This is an optimization exercise on Yosys and OpenROAD, whose aim is small area, not a production implementation. RTL that was checked went through simulation tests only; none was proved equivalent to the original. Only the layout flow was run in run 2; the RTL was not checked for function there. Power is estimated from default activity; no workload was simulated.

$ cat flow/run.sh
#!/bin/bash
# The standard ORFS layout (standard.sh, standard synthesis unchanged) with
# three layout settings passed through the environment:
#  * buffer_ports puts the smallest buffer (buf_1) on each input and output port;
#  * clock tree built from clkbuf_8 cells, without dummy loads;
# The whole make run's output is kept in standard_flow.log; ORFS keeps each
# step's log under orfs/logs/.
set -euo pipefail
export BUFFER_PORTS_ARGS="-buffer_cell sky130_fd_sc_hd__buf_1"
export CTS_ARGS="-sink_clustering_enable -repair_clock_nets -sink_clustering_size 25 -buf_list sky130_fd_sc_hd__clkbuf_8 -dont_use_dummy_load"
bash standard.sh > standard_flow.log 2>&1
$ cat standard.sh
#!/bin/bash
# synth_recipe.tcl (not shown) runs the flow's synth.tcl, then flattens the netlist and writes it again
# the make line also repeats each setting of config.mk as NAME=value (left out here)
make -C /OpenROAD-flow-scripts/flow DESIGN_CONFIG=/design/flow/config.mk WORK_HOME=/design/flow/orfs CLKGATE_MAP_FILE= SYNTH_SCRIPT=/design/flow/synth_recipe.tcl "${@:-finish}"
$ cat config.mk
export PLATFORM = sky130hd
export DESIGN_NAME = osdp_frame_core
export DESIGN_NICKNAME = osdp_frame_core
export VERILOG_FILES = /design/flow/design.v
export SDC_FILE = /design/flow/constraint.sdc
export NUM_CORES = 4
export LEC_CHECK = 0
export CAP_MARGIN = 20
export CORE_AREA = 2 2 113.055 113.055
export DIE_AREA = 0 0 115.055 115.055
export SLEW_MARGIN = 20
$ cat constraint.sdc
create_clock -name core_clock -period 5.0 [get_ports {clk}]
set_input_delay 1.0000 -clock core_clock [delete_from_list [all_inputs] [get_ports {clk}]]
set_output_delay 1.0000 -clock core_clock [all_outputs]
set_load 0.01 [all_outputs]
$ cat design.v
module osdp_crc16_byte (
    input  wire [15:0] crc_in,
    input  wire [7:0]  data,
    output wire [15:0] crc_out,
    output wire [7:0]  x
);
    assign x = crc_in[15:8] ^ data;
    wire [7:0] y = {x[7:4], x[3:0] ^ x[7:4]};
    assign crc_out = {crc_in[7:0], 8'h00} ^ {y[3:0], 12'h000} ^ {3'b000, y, 5'b00000} ^ {8'h00, y};
endmodule
module osdp_frame_core (
    input  wire        clk,
    input  wire        rst,             
    input  wire        rx_valid,
    input  wire [7:0]  rx_data,
    input  wire        rx_error,
    output wire        rx_ready,
    output wire        buf_we,
    output wire [10:0] buf_addr,
    output wire [7:0]  buf_wdata,
    output reg  [7:0]  addr,
    output reg  [15:0] len,
    output reg  [7:0]  ctrl,
    output reg  [7:0]  cmd,
    output reg  [15:0] trailer,
    output wire        crc_mode,
    output reg         valid,
    output wire        poll_ack,
    output wire        frame_ready,
    output wire [2:0]  status,
    output reg         mcause,
    output wire        frame_done,
    output wire        malformed,
    output wire        transport_fault
);
    localparam [7:0]  SOM     = 8'h53;
    localparam [15:0] CRC_SOM = 16'h8B66;
    reg [10:0] idx;        
    reg [7:0]  aux;        
    reg [15:0] crc;
    reg        fault;
    reg        held;       
    reg        bad_hdr;    
    reg        pulse;      
    assign frame_done      = pulse && held && !fault;
    assign malformed       = pulse && bad_hdr && !fault;
    assign transport_fault = pulse && fault;
    assign crc_mode    = ctrl[2];
    assign poll_ack    = !cmd[7] && cmd[6] && (cmd[4:0] == 5'd0);
    assign frame_ready = held;
    assign status      = fault   ? 3'd4 :
                         bad_hdr ? 3'd3 :
                         held    ? {1'b0, !valid, valid} : 3'd0;
    assign rx_ready = !fault;
    wire take  = !rst && !rx_error && rx_valid && !fault;
    wire hunt  = (idx == 11'd0);
    wire som   = (rx_data == SOM);
    assign buf_we    = take && (!hunt || som);
    assign buf_addr  = idx;
    assign buf_wdata = rx_data;
    wire hdr   = (idx[10:3] == 8'd0);
    wire pre5  = hdr && (idx[2:0] < 3'd5);       
    wire at5   = hdr && (idx[2:0] == 3'd5);
    wire [10:0] cy2;                   
    assign cy2[0] = 1'b0;
    assign cy2[1] = 1'b1;
    genvar g;
    generate
        for (g = 2; g < 11; g = g + 1) begin : g_cy
            assign cy2[g] = cy2[g-1] & idx[g-1];
        end
    endgenerate
    wire [10:0] idx1 = {idx[10:1] ^ (cy2[10:1] & {10{idx[0]}}), !idx[0]};
    wire [10:0] idx2 = {idx[10:1] ^ cy2[10:1], idx[0]};
    wire pen   = (idx2 == len[10:0]);            
    wire len_bad = (len[15:3] == 13'd0 && len[2:0] != 3'd7) ||
                   (len > 16'd1440);
    wire len7crc = (len == 16'd7) && ctrl[2];
    wire hdr_bad = len_bad || len7crc;
    wire fin   = take && pulse && !hunt;
    wire malf  = take && at5 && hdr_bad;
    wire [15:0] crc_upd;
    wire [7:0]  crc_x;
    osdp_crc16_byte u_crc (
        .crc_in  (crc),
        .data    (rx_data),
        .crc_out (crc_upd),
        .x       (crc_x)
    );
    wire aux_rx = hunt || (ctrl[2] && !pre5);
    wire [7:0] sum_a = aux & {8{!aux_rx}};
    wire [8:0] sum_c;
    wire [7:0] sum_next;
    assign sum_c[0] = 1'b0;
    genvar k;
    generate
        for (k = 0; k < 8; k = k + 1) begin : g_sum
            assign sum_next[k] = sum_a[k] ^ rx_data[k] ^ sum_c[k];
            assign sum_c[k+1]  = (sum_a[k] & rx_data[k]) | (sum_a[k] & sum_c[k]) |
                                 (rx_data[k] & sum_c[k]);
        end
    endgenerate
    wire crc_match = (crc_x == 8'h00) && (crc[7:0] == aux);
    wire sum_match = (sum_next == 8'h00);
    wire match     = ctrl[2] ? crc_match : sum_match;
    wire [7:0] rxm  = rx_data & {8{!rst}};
    wire       crc_keep = ctrl[2] && !rst;
    always @(posedge clk) begin
        if (rst || fin || malf)
            idx <= 11'd0;
        else if (buf_we)
            idx <= idx1;
        if (buf_we) begin
            aux <= sum_next;
            if (hunt || pre5 || !pen)
                crc <= hunt ? CRC_SOM : crc_upd;
        end
        if (rst || (take && hdr && idx[2:0] == 3'd1)) addr      <= rxm;
        if (rst || (take && hdr && idx[2:0] == 3'd2)) len[7:0]  <= rxm;
        if (rst || (take && hdr && idx[2:0] == 3'd3)) len[15:8] <= rxm;
        if (rst || (take && hdr && idx[2:0] == 3'd4)) ctrl      <= rxm;
        if (rst || (take && hdr && idx[2:0] == 3'd5)) cmd       <= rxm;
        if (rst || fin) begin
            trailer <= {rxm & {8{ctrl[2]}}, crc_keep ? aux : rxm};
            valid   <= match && !rst;
        end
        if (rst)
            mcause <= 1'b0;
        else if (malf)
            mcause <= !len_bad;
        if (rst)
            fault <= 1'b0;
        else if (rx_error)
            fault <= 1'b1;
        if (rst || (take && hunt && som))
            held <= 1'b0;
        else if (fin)
            held <= 1'b1;
        if (rst || (take && hunt && som))
            bad_hdr <= 1'b0;
        else if (malf)
            bad_hdr <= 1'b1;
        if (rst || fault || (hunt && !rx_error))
            pulse <= 1'b0;
        else if (rx_error)
            pulse <= 1'b1;
        else if (take)
            pulse <= pulse || (at5 && hdr_bad) || (!pre5 && pen);
    end
endmodule
==> impl_metrics.env, run 1 <==
export IMPL_status="timing/DRC/antenna clean"
export IMPL_rr_worst_depth=14
export IMPL_crit_start="idx[6]$_SDFFE_PP0P_"
export IMPL_syn_instance_count=362
export IMPL_core_area_sq_um=12000
export IMPL_synth_commonest_cells="edfxtp_1 (81), nor2_1 (36), xor2_1 (28), xnor2_1 (27), and2_1 (19)"
export IMPL_synth_seq_cells=97
export IMPL_cpPeakStageDelay_ns=0.41
export IMPL_grt_overflow=0
export IMPL_ys_types=49
export IMPL_start_util_pct=39.6
export IMPL_utilization_pct=44.7
export IMPL_final_layout_size_suffix_gt1_share_pct=6.55
export IMPL_syn_nets=395
export IMPL_worstSetupPathType="flip-flop to flip-flop"
export IMPL_antenna_found_initial=0
export IMPL_final_net_count=493
export IMPL_cts_resized_gates=0
export IMPL_peakVddDrop_v=0.000152
export IMPL_combPwrFrac_pct=9.9
export IMPL_route_vias_total=3165
export IMPL_ant_nets=0
export IMPL_slew_headroom_pct=46.0
export IMPL_ctsHoldBuffers=0
export IMPL_netlist_area_sq_um=4750
export IMPL_clkSinkCount=97
export IMPL_gp_congestion=0.858
export IMPL_synth_simple_gate_area_share_pct=14.2
export IMPL_seq_area_sq_um=2750
export IMPL_worstSetupStartpointType="flip-flop"
export IMPL_wl_per_cell_um=18.9
export IMPL_synth_most_common_cell="edfxtp_1"
export IMPL_synthXorXnorAreaFrac_pct=10.1
export IMPL_synth_adder_area_share_pct=6.48
export IMPL_reg2reg_to="valid$_DFFE_PP_"
export IMPL_numCtsBuffers=9
export IMPL_synthFlopType="edfxtp_1"
export IMPL_cts_max_level=3
export IMPL_synth_top_area_cell="edfxtp_1"
export IMPL_synth_area_per_cell_sq_um=13.1
export IMPL_crit_top_cell="fa_1"
export IMPL_drc=0
export IMPL_min_from="bad_hdr$_SDFFE_PP0P_"
export IMPL_hold_viol_final=0
export IMPL_synthMuxAreaShare_pct=1.90
export IMPL_worstMarginPinSlew_ns=0.811
export IMPL_fill_cells=1127
export IMPL_cpLargestDelayFamily="adder cells"
export IMPL_clk_pin_slew_worst_paths_ns=0.08
export IMPL_cts_buffer_depth=2
export IMPL_clk_root_buffer_cell="clkbuf_8"
export IMPL_synth_edf_count=81
export IMPL_seqPwrFrac_pct=62.5
export IMPL_dp_hpwl_mm=8.34
export IMPL_critPathMaxFanout=7
export IMPL_vias_per_cell=5.23
export IMPL_rsz0062_at_grt="no"
export IMPL_multi_input_area_sq_um=1840
export IMPL_maxCapViolCount=0
export IMPL_numPortBuffers=99
export IMPL_fin_worst_skew_ns=0.0385
export IMPL_switching_share_pct=24.8
export IMPL_synthArstFlopShare_pct=0
export IMPL_row_count=40
export IMPL_cp_arrival_ns=4.72
export IMPL_post_cts_buffers=0
export IMPL_setup_viol=0
export IMPL_p_sw_mw=0.370
export IMPL_power_leakage_nw=1.94
export IMPL_insertion_delay_ns=0.38
export IMPL_path_buf_inv=0
export IMPL_worst_path_stages=14
export IMPL_io_pins=100
export IMPL_netlist_area_leader_share_pct=51.2
export IMPL_cts_tree="done"
export IMPL_hp_class="flip-flop to flip-flop"
export IMPL_drtIter0Drc=166
export IMPL_required_ns=5.10
export IMPL_rrSetupSlack_ns=0.38
export IMPL_fmax_ghz=0.217
export IMPL_grt_max_degree=31
export IMPL_maxSlewViolCount=0
export IMPL_setup_tns_ns=0
export IMPL_first_global_vias=3141
export IMPL_synth_warnings=1
export IMPL_p_int_mw=1.12
export IMPL_finalCriticalPeriod_ns=4.62
export IMPL_dr_pass1_iters=4
export IMPL_syn2layout_area_growth_pct=13.0
export IMPL_timing_final_crit_share_pct=92.3
export IMPL_die_area_sq_um=13200
export IMPL_routed_wl_mm=11.4
export IMPL_die_x_um=115
export IMPL_diodes=0
export IMPL_endpoint="valid$_DFFE_PP_"
export IMPL_crit_chain="nor4_4 -> and4_1 -> a21oi_1 -> and2_1 -> ha_1 -> fa_1 -> fa_1 -> fa_1 -> fa_1 -> fa_1 -> fa_1 -> xnor2_1 -> xnor2_1 -> o22ai_1"
export IMPL_reg2reg_from="idx[6]$_SDFFE_PP0P_"
export IMPL_synth_top_family_by_area="simple AND/OR/NAND/NOR gates"
export IMPL_die_h_um=115
export IMPL_gr_usage_all_layers_pct=17.8
export IMPL_critPathCaptureType="flip-flop"
export IMPL_yosysSeqAreaShare_pct=57.9
export IMPL_grt_pass1_wl_mm=17.5
export IMPL_power_density_nw_per_um2=278
export IMPL_clkPwrFrac_pct=27.6
export IMPL_synth_compound_area_share_pct=5.98
export IMPL_cpMaxStageDelayCell="nor4_4"
export IMPL_synthTopCellsByArea="edfxtp_1 (51%), dfxtp_1 (6.7%), xor2_1 (5.2%)"
## kinds of logic (layout without fill, tap and decap cells)
| kind of cell | count (synthesis) | count (layout) |
|---|---|---|
| AOI/OAI and AO/OA | 36 | 36 |
| xor gates and xnor gates | 55 | 55 |
| adders and majority gates | 21 | 21 |
| buffers and inverters | 29 | 125 |
| DFF | 97 | 97 |
| muxes | 9 | 9 |
| and+or+nand+nor | 115 | 115 |
## how the worst min path moves through the flow
stage,depth (start not counted),slack [ns],endpoint
floorplan,2,0.45,bad_hdr$_SDFFE_PP0P_
global placement,2,0.48,mcause$_SDFFE_PP0P_
detailed placement,2,0.48,bad_hdr$_SDFFE_PP0P_
CTS,2,0.49,bad_hdr$_SDFFE_PP0P_
global route,2,0.53,bad_hdr$_SDFFE_PP0P_
finish,2,0.49,bad_hdr$_SDFFE_PP0P_
## final cells by class
type | instances | share of cell area (%)
multi-input combinational | 236 | 34.3
inverter | 8 | 0.559
clock buffer | 9 | 2.31
tap | 147 | 3.42
sequential | 97 | 51.3
timing repair buffer | 108 | 8.18
## power by group through the flow
stage / registers [mW] / logic (mW) / clock network (mW)
finish: 0.934 / 0.147 / 0.412
global route: 0.938 / 0.163 / 0.446
CTS: 0.934 / 0.150 / 0.419
detailed placement: 0.952 / 0.149 / 0
global placement: 0.951 / 0.148 / 0
floorplan: 0.965 / 0.0746 / 0
## through the flow
step	setup slack [ns]	power, mW	instance area (sq um)	cells	hold slack (ns)
finish	0.384	1.49	5370	605	0.490
global route	0.152	1.55	5370	605	0.526
CTS	0.374	1.50	5370	605	0.493
detailed placement	0.400	1.10	5250	596	0.483
global placement	0.497	1.10	5250	596	0.475
floorplan	0.382	1.04	4750	362	0.451
## registers in the layout, indices dropped and copies added, names as in the netlist, 8 cells and up
signal and count:
aux 8, addr 8, len 16, ctrl 8, trailer 16, crc 16, idx 11, cmd 8
## per-layer routing
metal  up-vias  track usage (%)  part of all wire (%)
met5         -                0                     0
met4         0             7.63                   2.1
met3        19             4.32                   4.9
met1      1578             24.0                    47
met2        89             27.6                    46
li1       1479                -                     -
## tightest hold or removal path: cells and delay by family, from the launching register on
family	cells	cell delay, ns
AO/OA/AOI/OAI	1	0.06
flip-flops	1	0.32
buffers and inverters	1	0.07
## layout by cell type, fill, tap and decap left out, drive strengths merged, types with 10 or more instances in the layout
| cell type | instances |
|---|---|
| dfxtp | 16 |
| and2 | 19 |
| xor2 | 28 |
| edfxtp | 81 |
| nand2 | 10 |
| nor2 | 37 |
| ha | 15 |
| xnor2 | 27 |
| nor4 | 10 |
| buf | 108 |
==> inputs of run 2 (changes only) <==
--- a/design.v
+++ b/design.v
@@ -88,7 +88,7 @@
         .x       (crc_x)
     );
     wire aux_rx = hunt || (ctrl[2] && !pre5);
-    wire [7:0] sum_a = aux & {8{!aux_rx}};
+    wire [7:0] sum_a = aux;
     wire [8:0] sum_c;
     wire [7:0] sum_next;
     assign sum_c[0] = 1'b0;
@@ -111,7 +111,7 @@
         else if (buf_we)
             idx <= idx1;
         if (buf_we) begin
-            aux <= sum_next;
+            aux <= aux_rx ? rx_data : sum_next;
             if (hunt || pre5 || !pen)
                 crc <= hunt ? CRC_SOM : crc_upd;
         end
==> run 2 against run 1 <==
  * Via count down 2.4%
  * Sequential cell count is the same
  * Largest power group unchanged
  * Count of clock-buffer cells in the layout did not move
  * Combinational power barely moved
  * Worst hold slack better by 0.0096 ns
  * Highest routed layer unchanged
  * Setup slack better by 0.51 ns
  * Design area shrank 0.35%
  * Critical path depth is 2 lower
  * Still clean on timing, DRC and antenna
  * Global-route usage fell by 1.1 points
==> impl_metrics.env, run 2 <==
export IMPL_slew_headroom_pct=39.1
export IMPL_clkSinkCount=97
export IMPL_crit_top_cell="fa_1"
export IMPL_reg2reg_from="aux[0]$_DFFE_PP_"
export IMPL_numPortBuffers=99
export IMPL_core_area_sq_um=12000
export IMPL_fin_worst_skew_ns=0.0278
export IMPL_fin_cells=598
export IMPL_die_x_um=115
export IMPL_row_count=40
export IMPL_ctsHoldBuffers=0
export IMPL_power_density_nw_per_um2=278
export IMPL_rsz0062_at_grt="no"
export IMPL_dr_pass1_iters=4
export IMPL_synth_compound_area_share_pct=5.42
export IMPL_synthXorXnorAreaFrac_pct=10.1
export IMPL_synth_warnings=1
export IMPL_dp_hpwl_mm=7.79
export IMPL_clk_pin_slew_worst_paths_ns=0.08
export IMPL_synth_commonest_cells="edfxtp_1 (81), nor2_1 (36), xnor2_1 (28), xor2_1 (27), dfxtp_1 (16)"
export IMPL_synth_edf_count=81
export IMPL_dpl_cell_count=589
export IMPL_critPathCaptureType="flip-flop"
export IMPL_combPwrFrac_pct=9.8
export IMPL_synthFlopType="edfxtp_1"
export IMPL_hold_viol_final=0
export IMPL_synth_top_family_by_area="simple AND/OR/NAND/NOR gates"
export IMPL_fin_total_pwr_mw=1.49
export IMPL_cp_arrival_ns=4.29
export IMPL_cpMaxStageDelayCell="fa_1"
export IMPL_antenna_found_initial=0
export IMPL_die_area_sq_um=13200
export IMPL_synth_simple_gate_area_share_pct=13.3
export IMPL_first_global_vias=2922
export IMPL_cpPeakStageDelay_ns=0.40
export IMPL_gp_congestion=0.796
export IMPL_fill_cells=1139
export IMPL_hp_class="flip-flop to flip-flop"
export IMPL_drtIter0Drc=266
export IMPL_final_cell_area_sq_um=5350
export IMPL_worstMarginPinSlew_ns=0.914
export IMPL_cts_tree="done"
export IMPL_grt_overflow=0
export IMPL_switching_share_pct=24.3
export IMPL_layout_commonest_cell="buf_1"
export IMPL_synthTopCellsByArea="edfxtp_1 (51%), dfxtp_1 (6.7%), xnor2_1 (5.2%)"
export IMPL_grt_max_degree=31
export IMPL_p_sw_mw=0.361
export IMPL_status="timing/DRC/antenna clean"
export IMPL_drc=0
export IMPL_synth_adder_area_share_pct=6.48
export IMPL_clkPwrFrac_pct=27.0
export IMPL_ys_types=50
export IMPL_crit_start="rx_data[0]"
export IMPL_setup_viol=0
export IMPL_syn_instance_count=358
export IMPL_synthArstFlopShare_pct=0
export IMPL_synth_seq_cells=97
export IMPL_clk_root_buffer_cell="clkbuf_8"
export IMPL_peakVddDrop_v=0.000114
export IMPL_start_util_pct=39.6
export IMPL_diodes=0
export IMPL_netlist_area_sq_um=4750
export IMPL_syn_nets=391
export IMPL_fmax_ghz=0.244
export IMPL_placed_area_sq_um=5230
export IMPL_route_vias_total=3088
export IMPL_wl_per_cell_um=18.4
export IMPL_die_h_um=115
export IMPL_gr_usage_all_layers_pct=16.7
export IMPL_routed_wl_mm=11.0
export IMPL_required_ns=5.19
export IMPL_final_layout_size_suffix_gt1_share_pct=7.32
export IMPL_worstSetupPathType="primary input to flip-flop"
export IMPL_ant_nets=0
export IMPL_maxSlewViolCount=0
export IMPL_maxCapViolCount=0
export IMPL_post_cts_buffers=0
export IMPL_timing_final_crit_share_pct=82.1
export IMPL_p_int_mw=1.13
export IMPL_synth_top_area_cell="edfxtp_1"
export IMPL_cts_buffer_depth=2
export IMPL_min_from="bad_hdr$_SDFFE_PP0P_"
export IMPL_top_regs="crc (16), len (16), trailer (16)"
export IMPL_cts_resized_gates=0
export IMPL_numCtsBuffers=9
export IMPL_insertion_delay_ns=0.36
export IMPL_vias_per_cell=5.16
export IMPL_crit_chain="buf_1 -> ha_1 -> fa_1 -> fa_1 -> fa_1 -> fa_1 -> fa_1 -> fa_1 -> xor2_1 -> xnor2_1 -> nand3_1 -> a21oi_1"
export IMPL_io_pins=100
export IMPL_seqPwrFrac_pct=63.2
export IMPL_worstSetupStartpointType="primary input"
export IMPL_critPathMaxFanout=2
export IMPL_grt_pass1_wl_mm=16.6
export IMPL_power_leakage_nw=1.88
export IMPL_syn2layout_area_growth_pct=12.6
export IMPL_mostFrequentLayoutCells="buf_1 (99), edfxtp_1 (81), nor2_1 (36)"
export IMPL_cts_max_level=3
export IMPL_synth_area_per_cell_sq_um=13.3
export IMPL_setup_tns_ns=0
export IMPL_synthMuxAreaShare_pct=3.55
export IMPL_netlist_area_leader_share_pct=51.2
export IMPL_finalCriticalPeriod_ns=4.11
export IMPL_synth_most_common_cell="edfxtp_1"
export IMPL_yosysSeqAreaShare_pct=57.9
export IMPL_final_net_count=486
run 2: cell count changes after synthesis, moves of 3 or more:
cell      before  now
and2_1        19   12
mux2_2         0    7
o211ai_1       0    3
inv_1          8    5
a211oi_2       3    0
run 2: path summary, 6_finish.rpt:
check,to,slack [ns],cells past startpoint
setup / recovery,valid$_DFFE_PP_,0.89,12
hold / removal,bad_hdr$_SDFFE_PP0P_,0.50,2
setup reg to reg,valid$_DFFE_PP_,1.23,11
hold reg to reg,bad_hdr$_SDFFE_PP0P_,0.50,2
run 2: metal layers:
layer  vias to the layer above  wire [um]  share of wire (%)  global-route usage [%]
met2                        82       5060                 46                    25.6
met5                         -          0                  0                       0
met1                      1518       5360                 49                    24.2
met4                         0        170                1.5                    6.35
li1                       1477          -                  -                       -
met3                        11        419                3.8                    2.32
run 2: kinds of logic (layout without fill, tap and decap cells):
kind of cell               count (synthesis)  count (layout)
AOI/OAI and AO/OA                         36              36
DFF                                       97              97
adders and majority gates                 21              21
buffers and inverters                     27             120
muxes                                     16              16
and+or+nand+nor                          106             106
xor gates and xnor gates                  55              55
run 2: layout make-up:
cell class | instances | area [sq um] | area share, %
repair buffers | 106 | 424 | 7.93
flip-flops and latches | 97 | 2750 | 51.4
clock buffers | 9 | 124 | 2.31
multi-input cells | 234 | 1850 | 34.5
inverters | 5 | 18.8 | 0.351
well taps | 147 | 184 | 3.44
run 2: per-stage QoR:
stage,hold slack [ns],util [%],setup WS [ns]
CTS,0.503,44.6,0.905
global route,0.532,44.6,0.729
floorplan,0.451,-,0.847
global placement,0.480,43.5,0.619
detailed placement,0.486,43.5,0.556
finish,0.499,44.6,0.895
run 2: power by group through the flow:
| stage | registers (mW) | clock network (mW) | logic (mW) |
|---|---|---|---|
| 3_3_place_gp | 0.957 | 0 | 0.146 |
| 3_5_place_dp | 0.958 | 0 | 0.147 |
| 5_1_grt | 0.944 | 0.435 | 0.162 |
| 4_1_cts | 0.941 | 0.410 | 0.148 |
| 6_report | 0.940 | 0.401 | 0.146 |
| 2_1_floorplan | 0.965 | 0 | 0.0791 |
run 2: worst max-delay path, delay by kind of cell:
| kind | cells | cell delay, ns |
|---|---|---|
| AOI/OAI and AO/OA | 1 | 0.16 |
| adders and majority gates | 7 | 2.54 |
| and+or+nand+nor | 1 | 0.09 |
| buffers and inverters | 1 | 0.11 |
| xor gates and xnor gates | 2 | 0.40 |

==> afterwards: timing with drivers on the ports <==
No port has a modelled driver above. Below, the same layouts with a new extraction and two added sets of constraints.
Step 1 sets driving cells, clkbuf_16 on the clock port and buf_2 on the other inputs (assumed; they add their load-dependent delay and slew).
Step 2 also shifts input and output timing later by t, the mid clock arrival at the registers, as if the neighbouring blocks saw the same clock.
Three values: ideal ports, drivers, drivers and shift; two values: the first two.
run | t (ns) | setup WS [ns] | hold slack, ns | worst setup path after step 2 | latest minus earliest clock arrival (ns)
run 1 | 0.394 | 0.384 / 0.384 / 0.384 | 0.490 / 0.490 / 0.490 | register to register | 0.038 / 0.039
run 2 | 0.386 | 0.895 / 0.908 / 0.522 | 0.499 / 0.499 / 0.499 | input to register | 0.028 / 0.028
After both steps setup and hold are still met in every run listed. For run 2, which loses most, drivers alone change the setup slack by +0.013 ns; drivers and shift together by -0.373 ns.
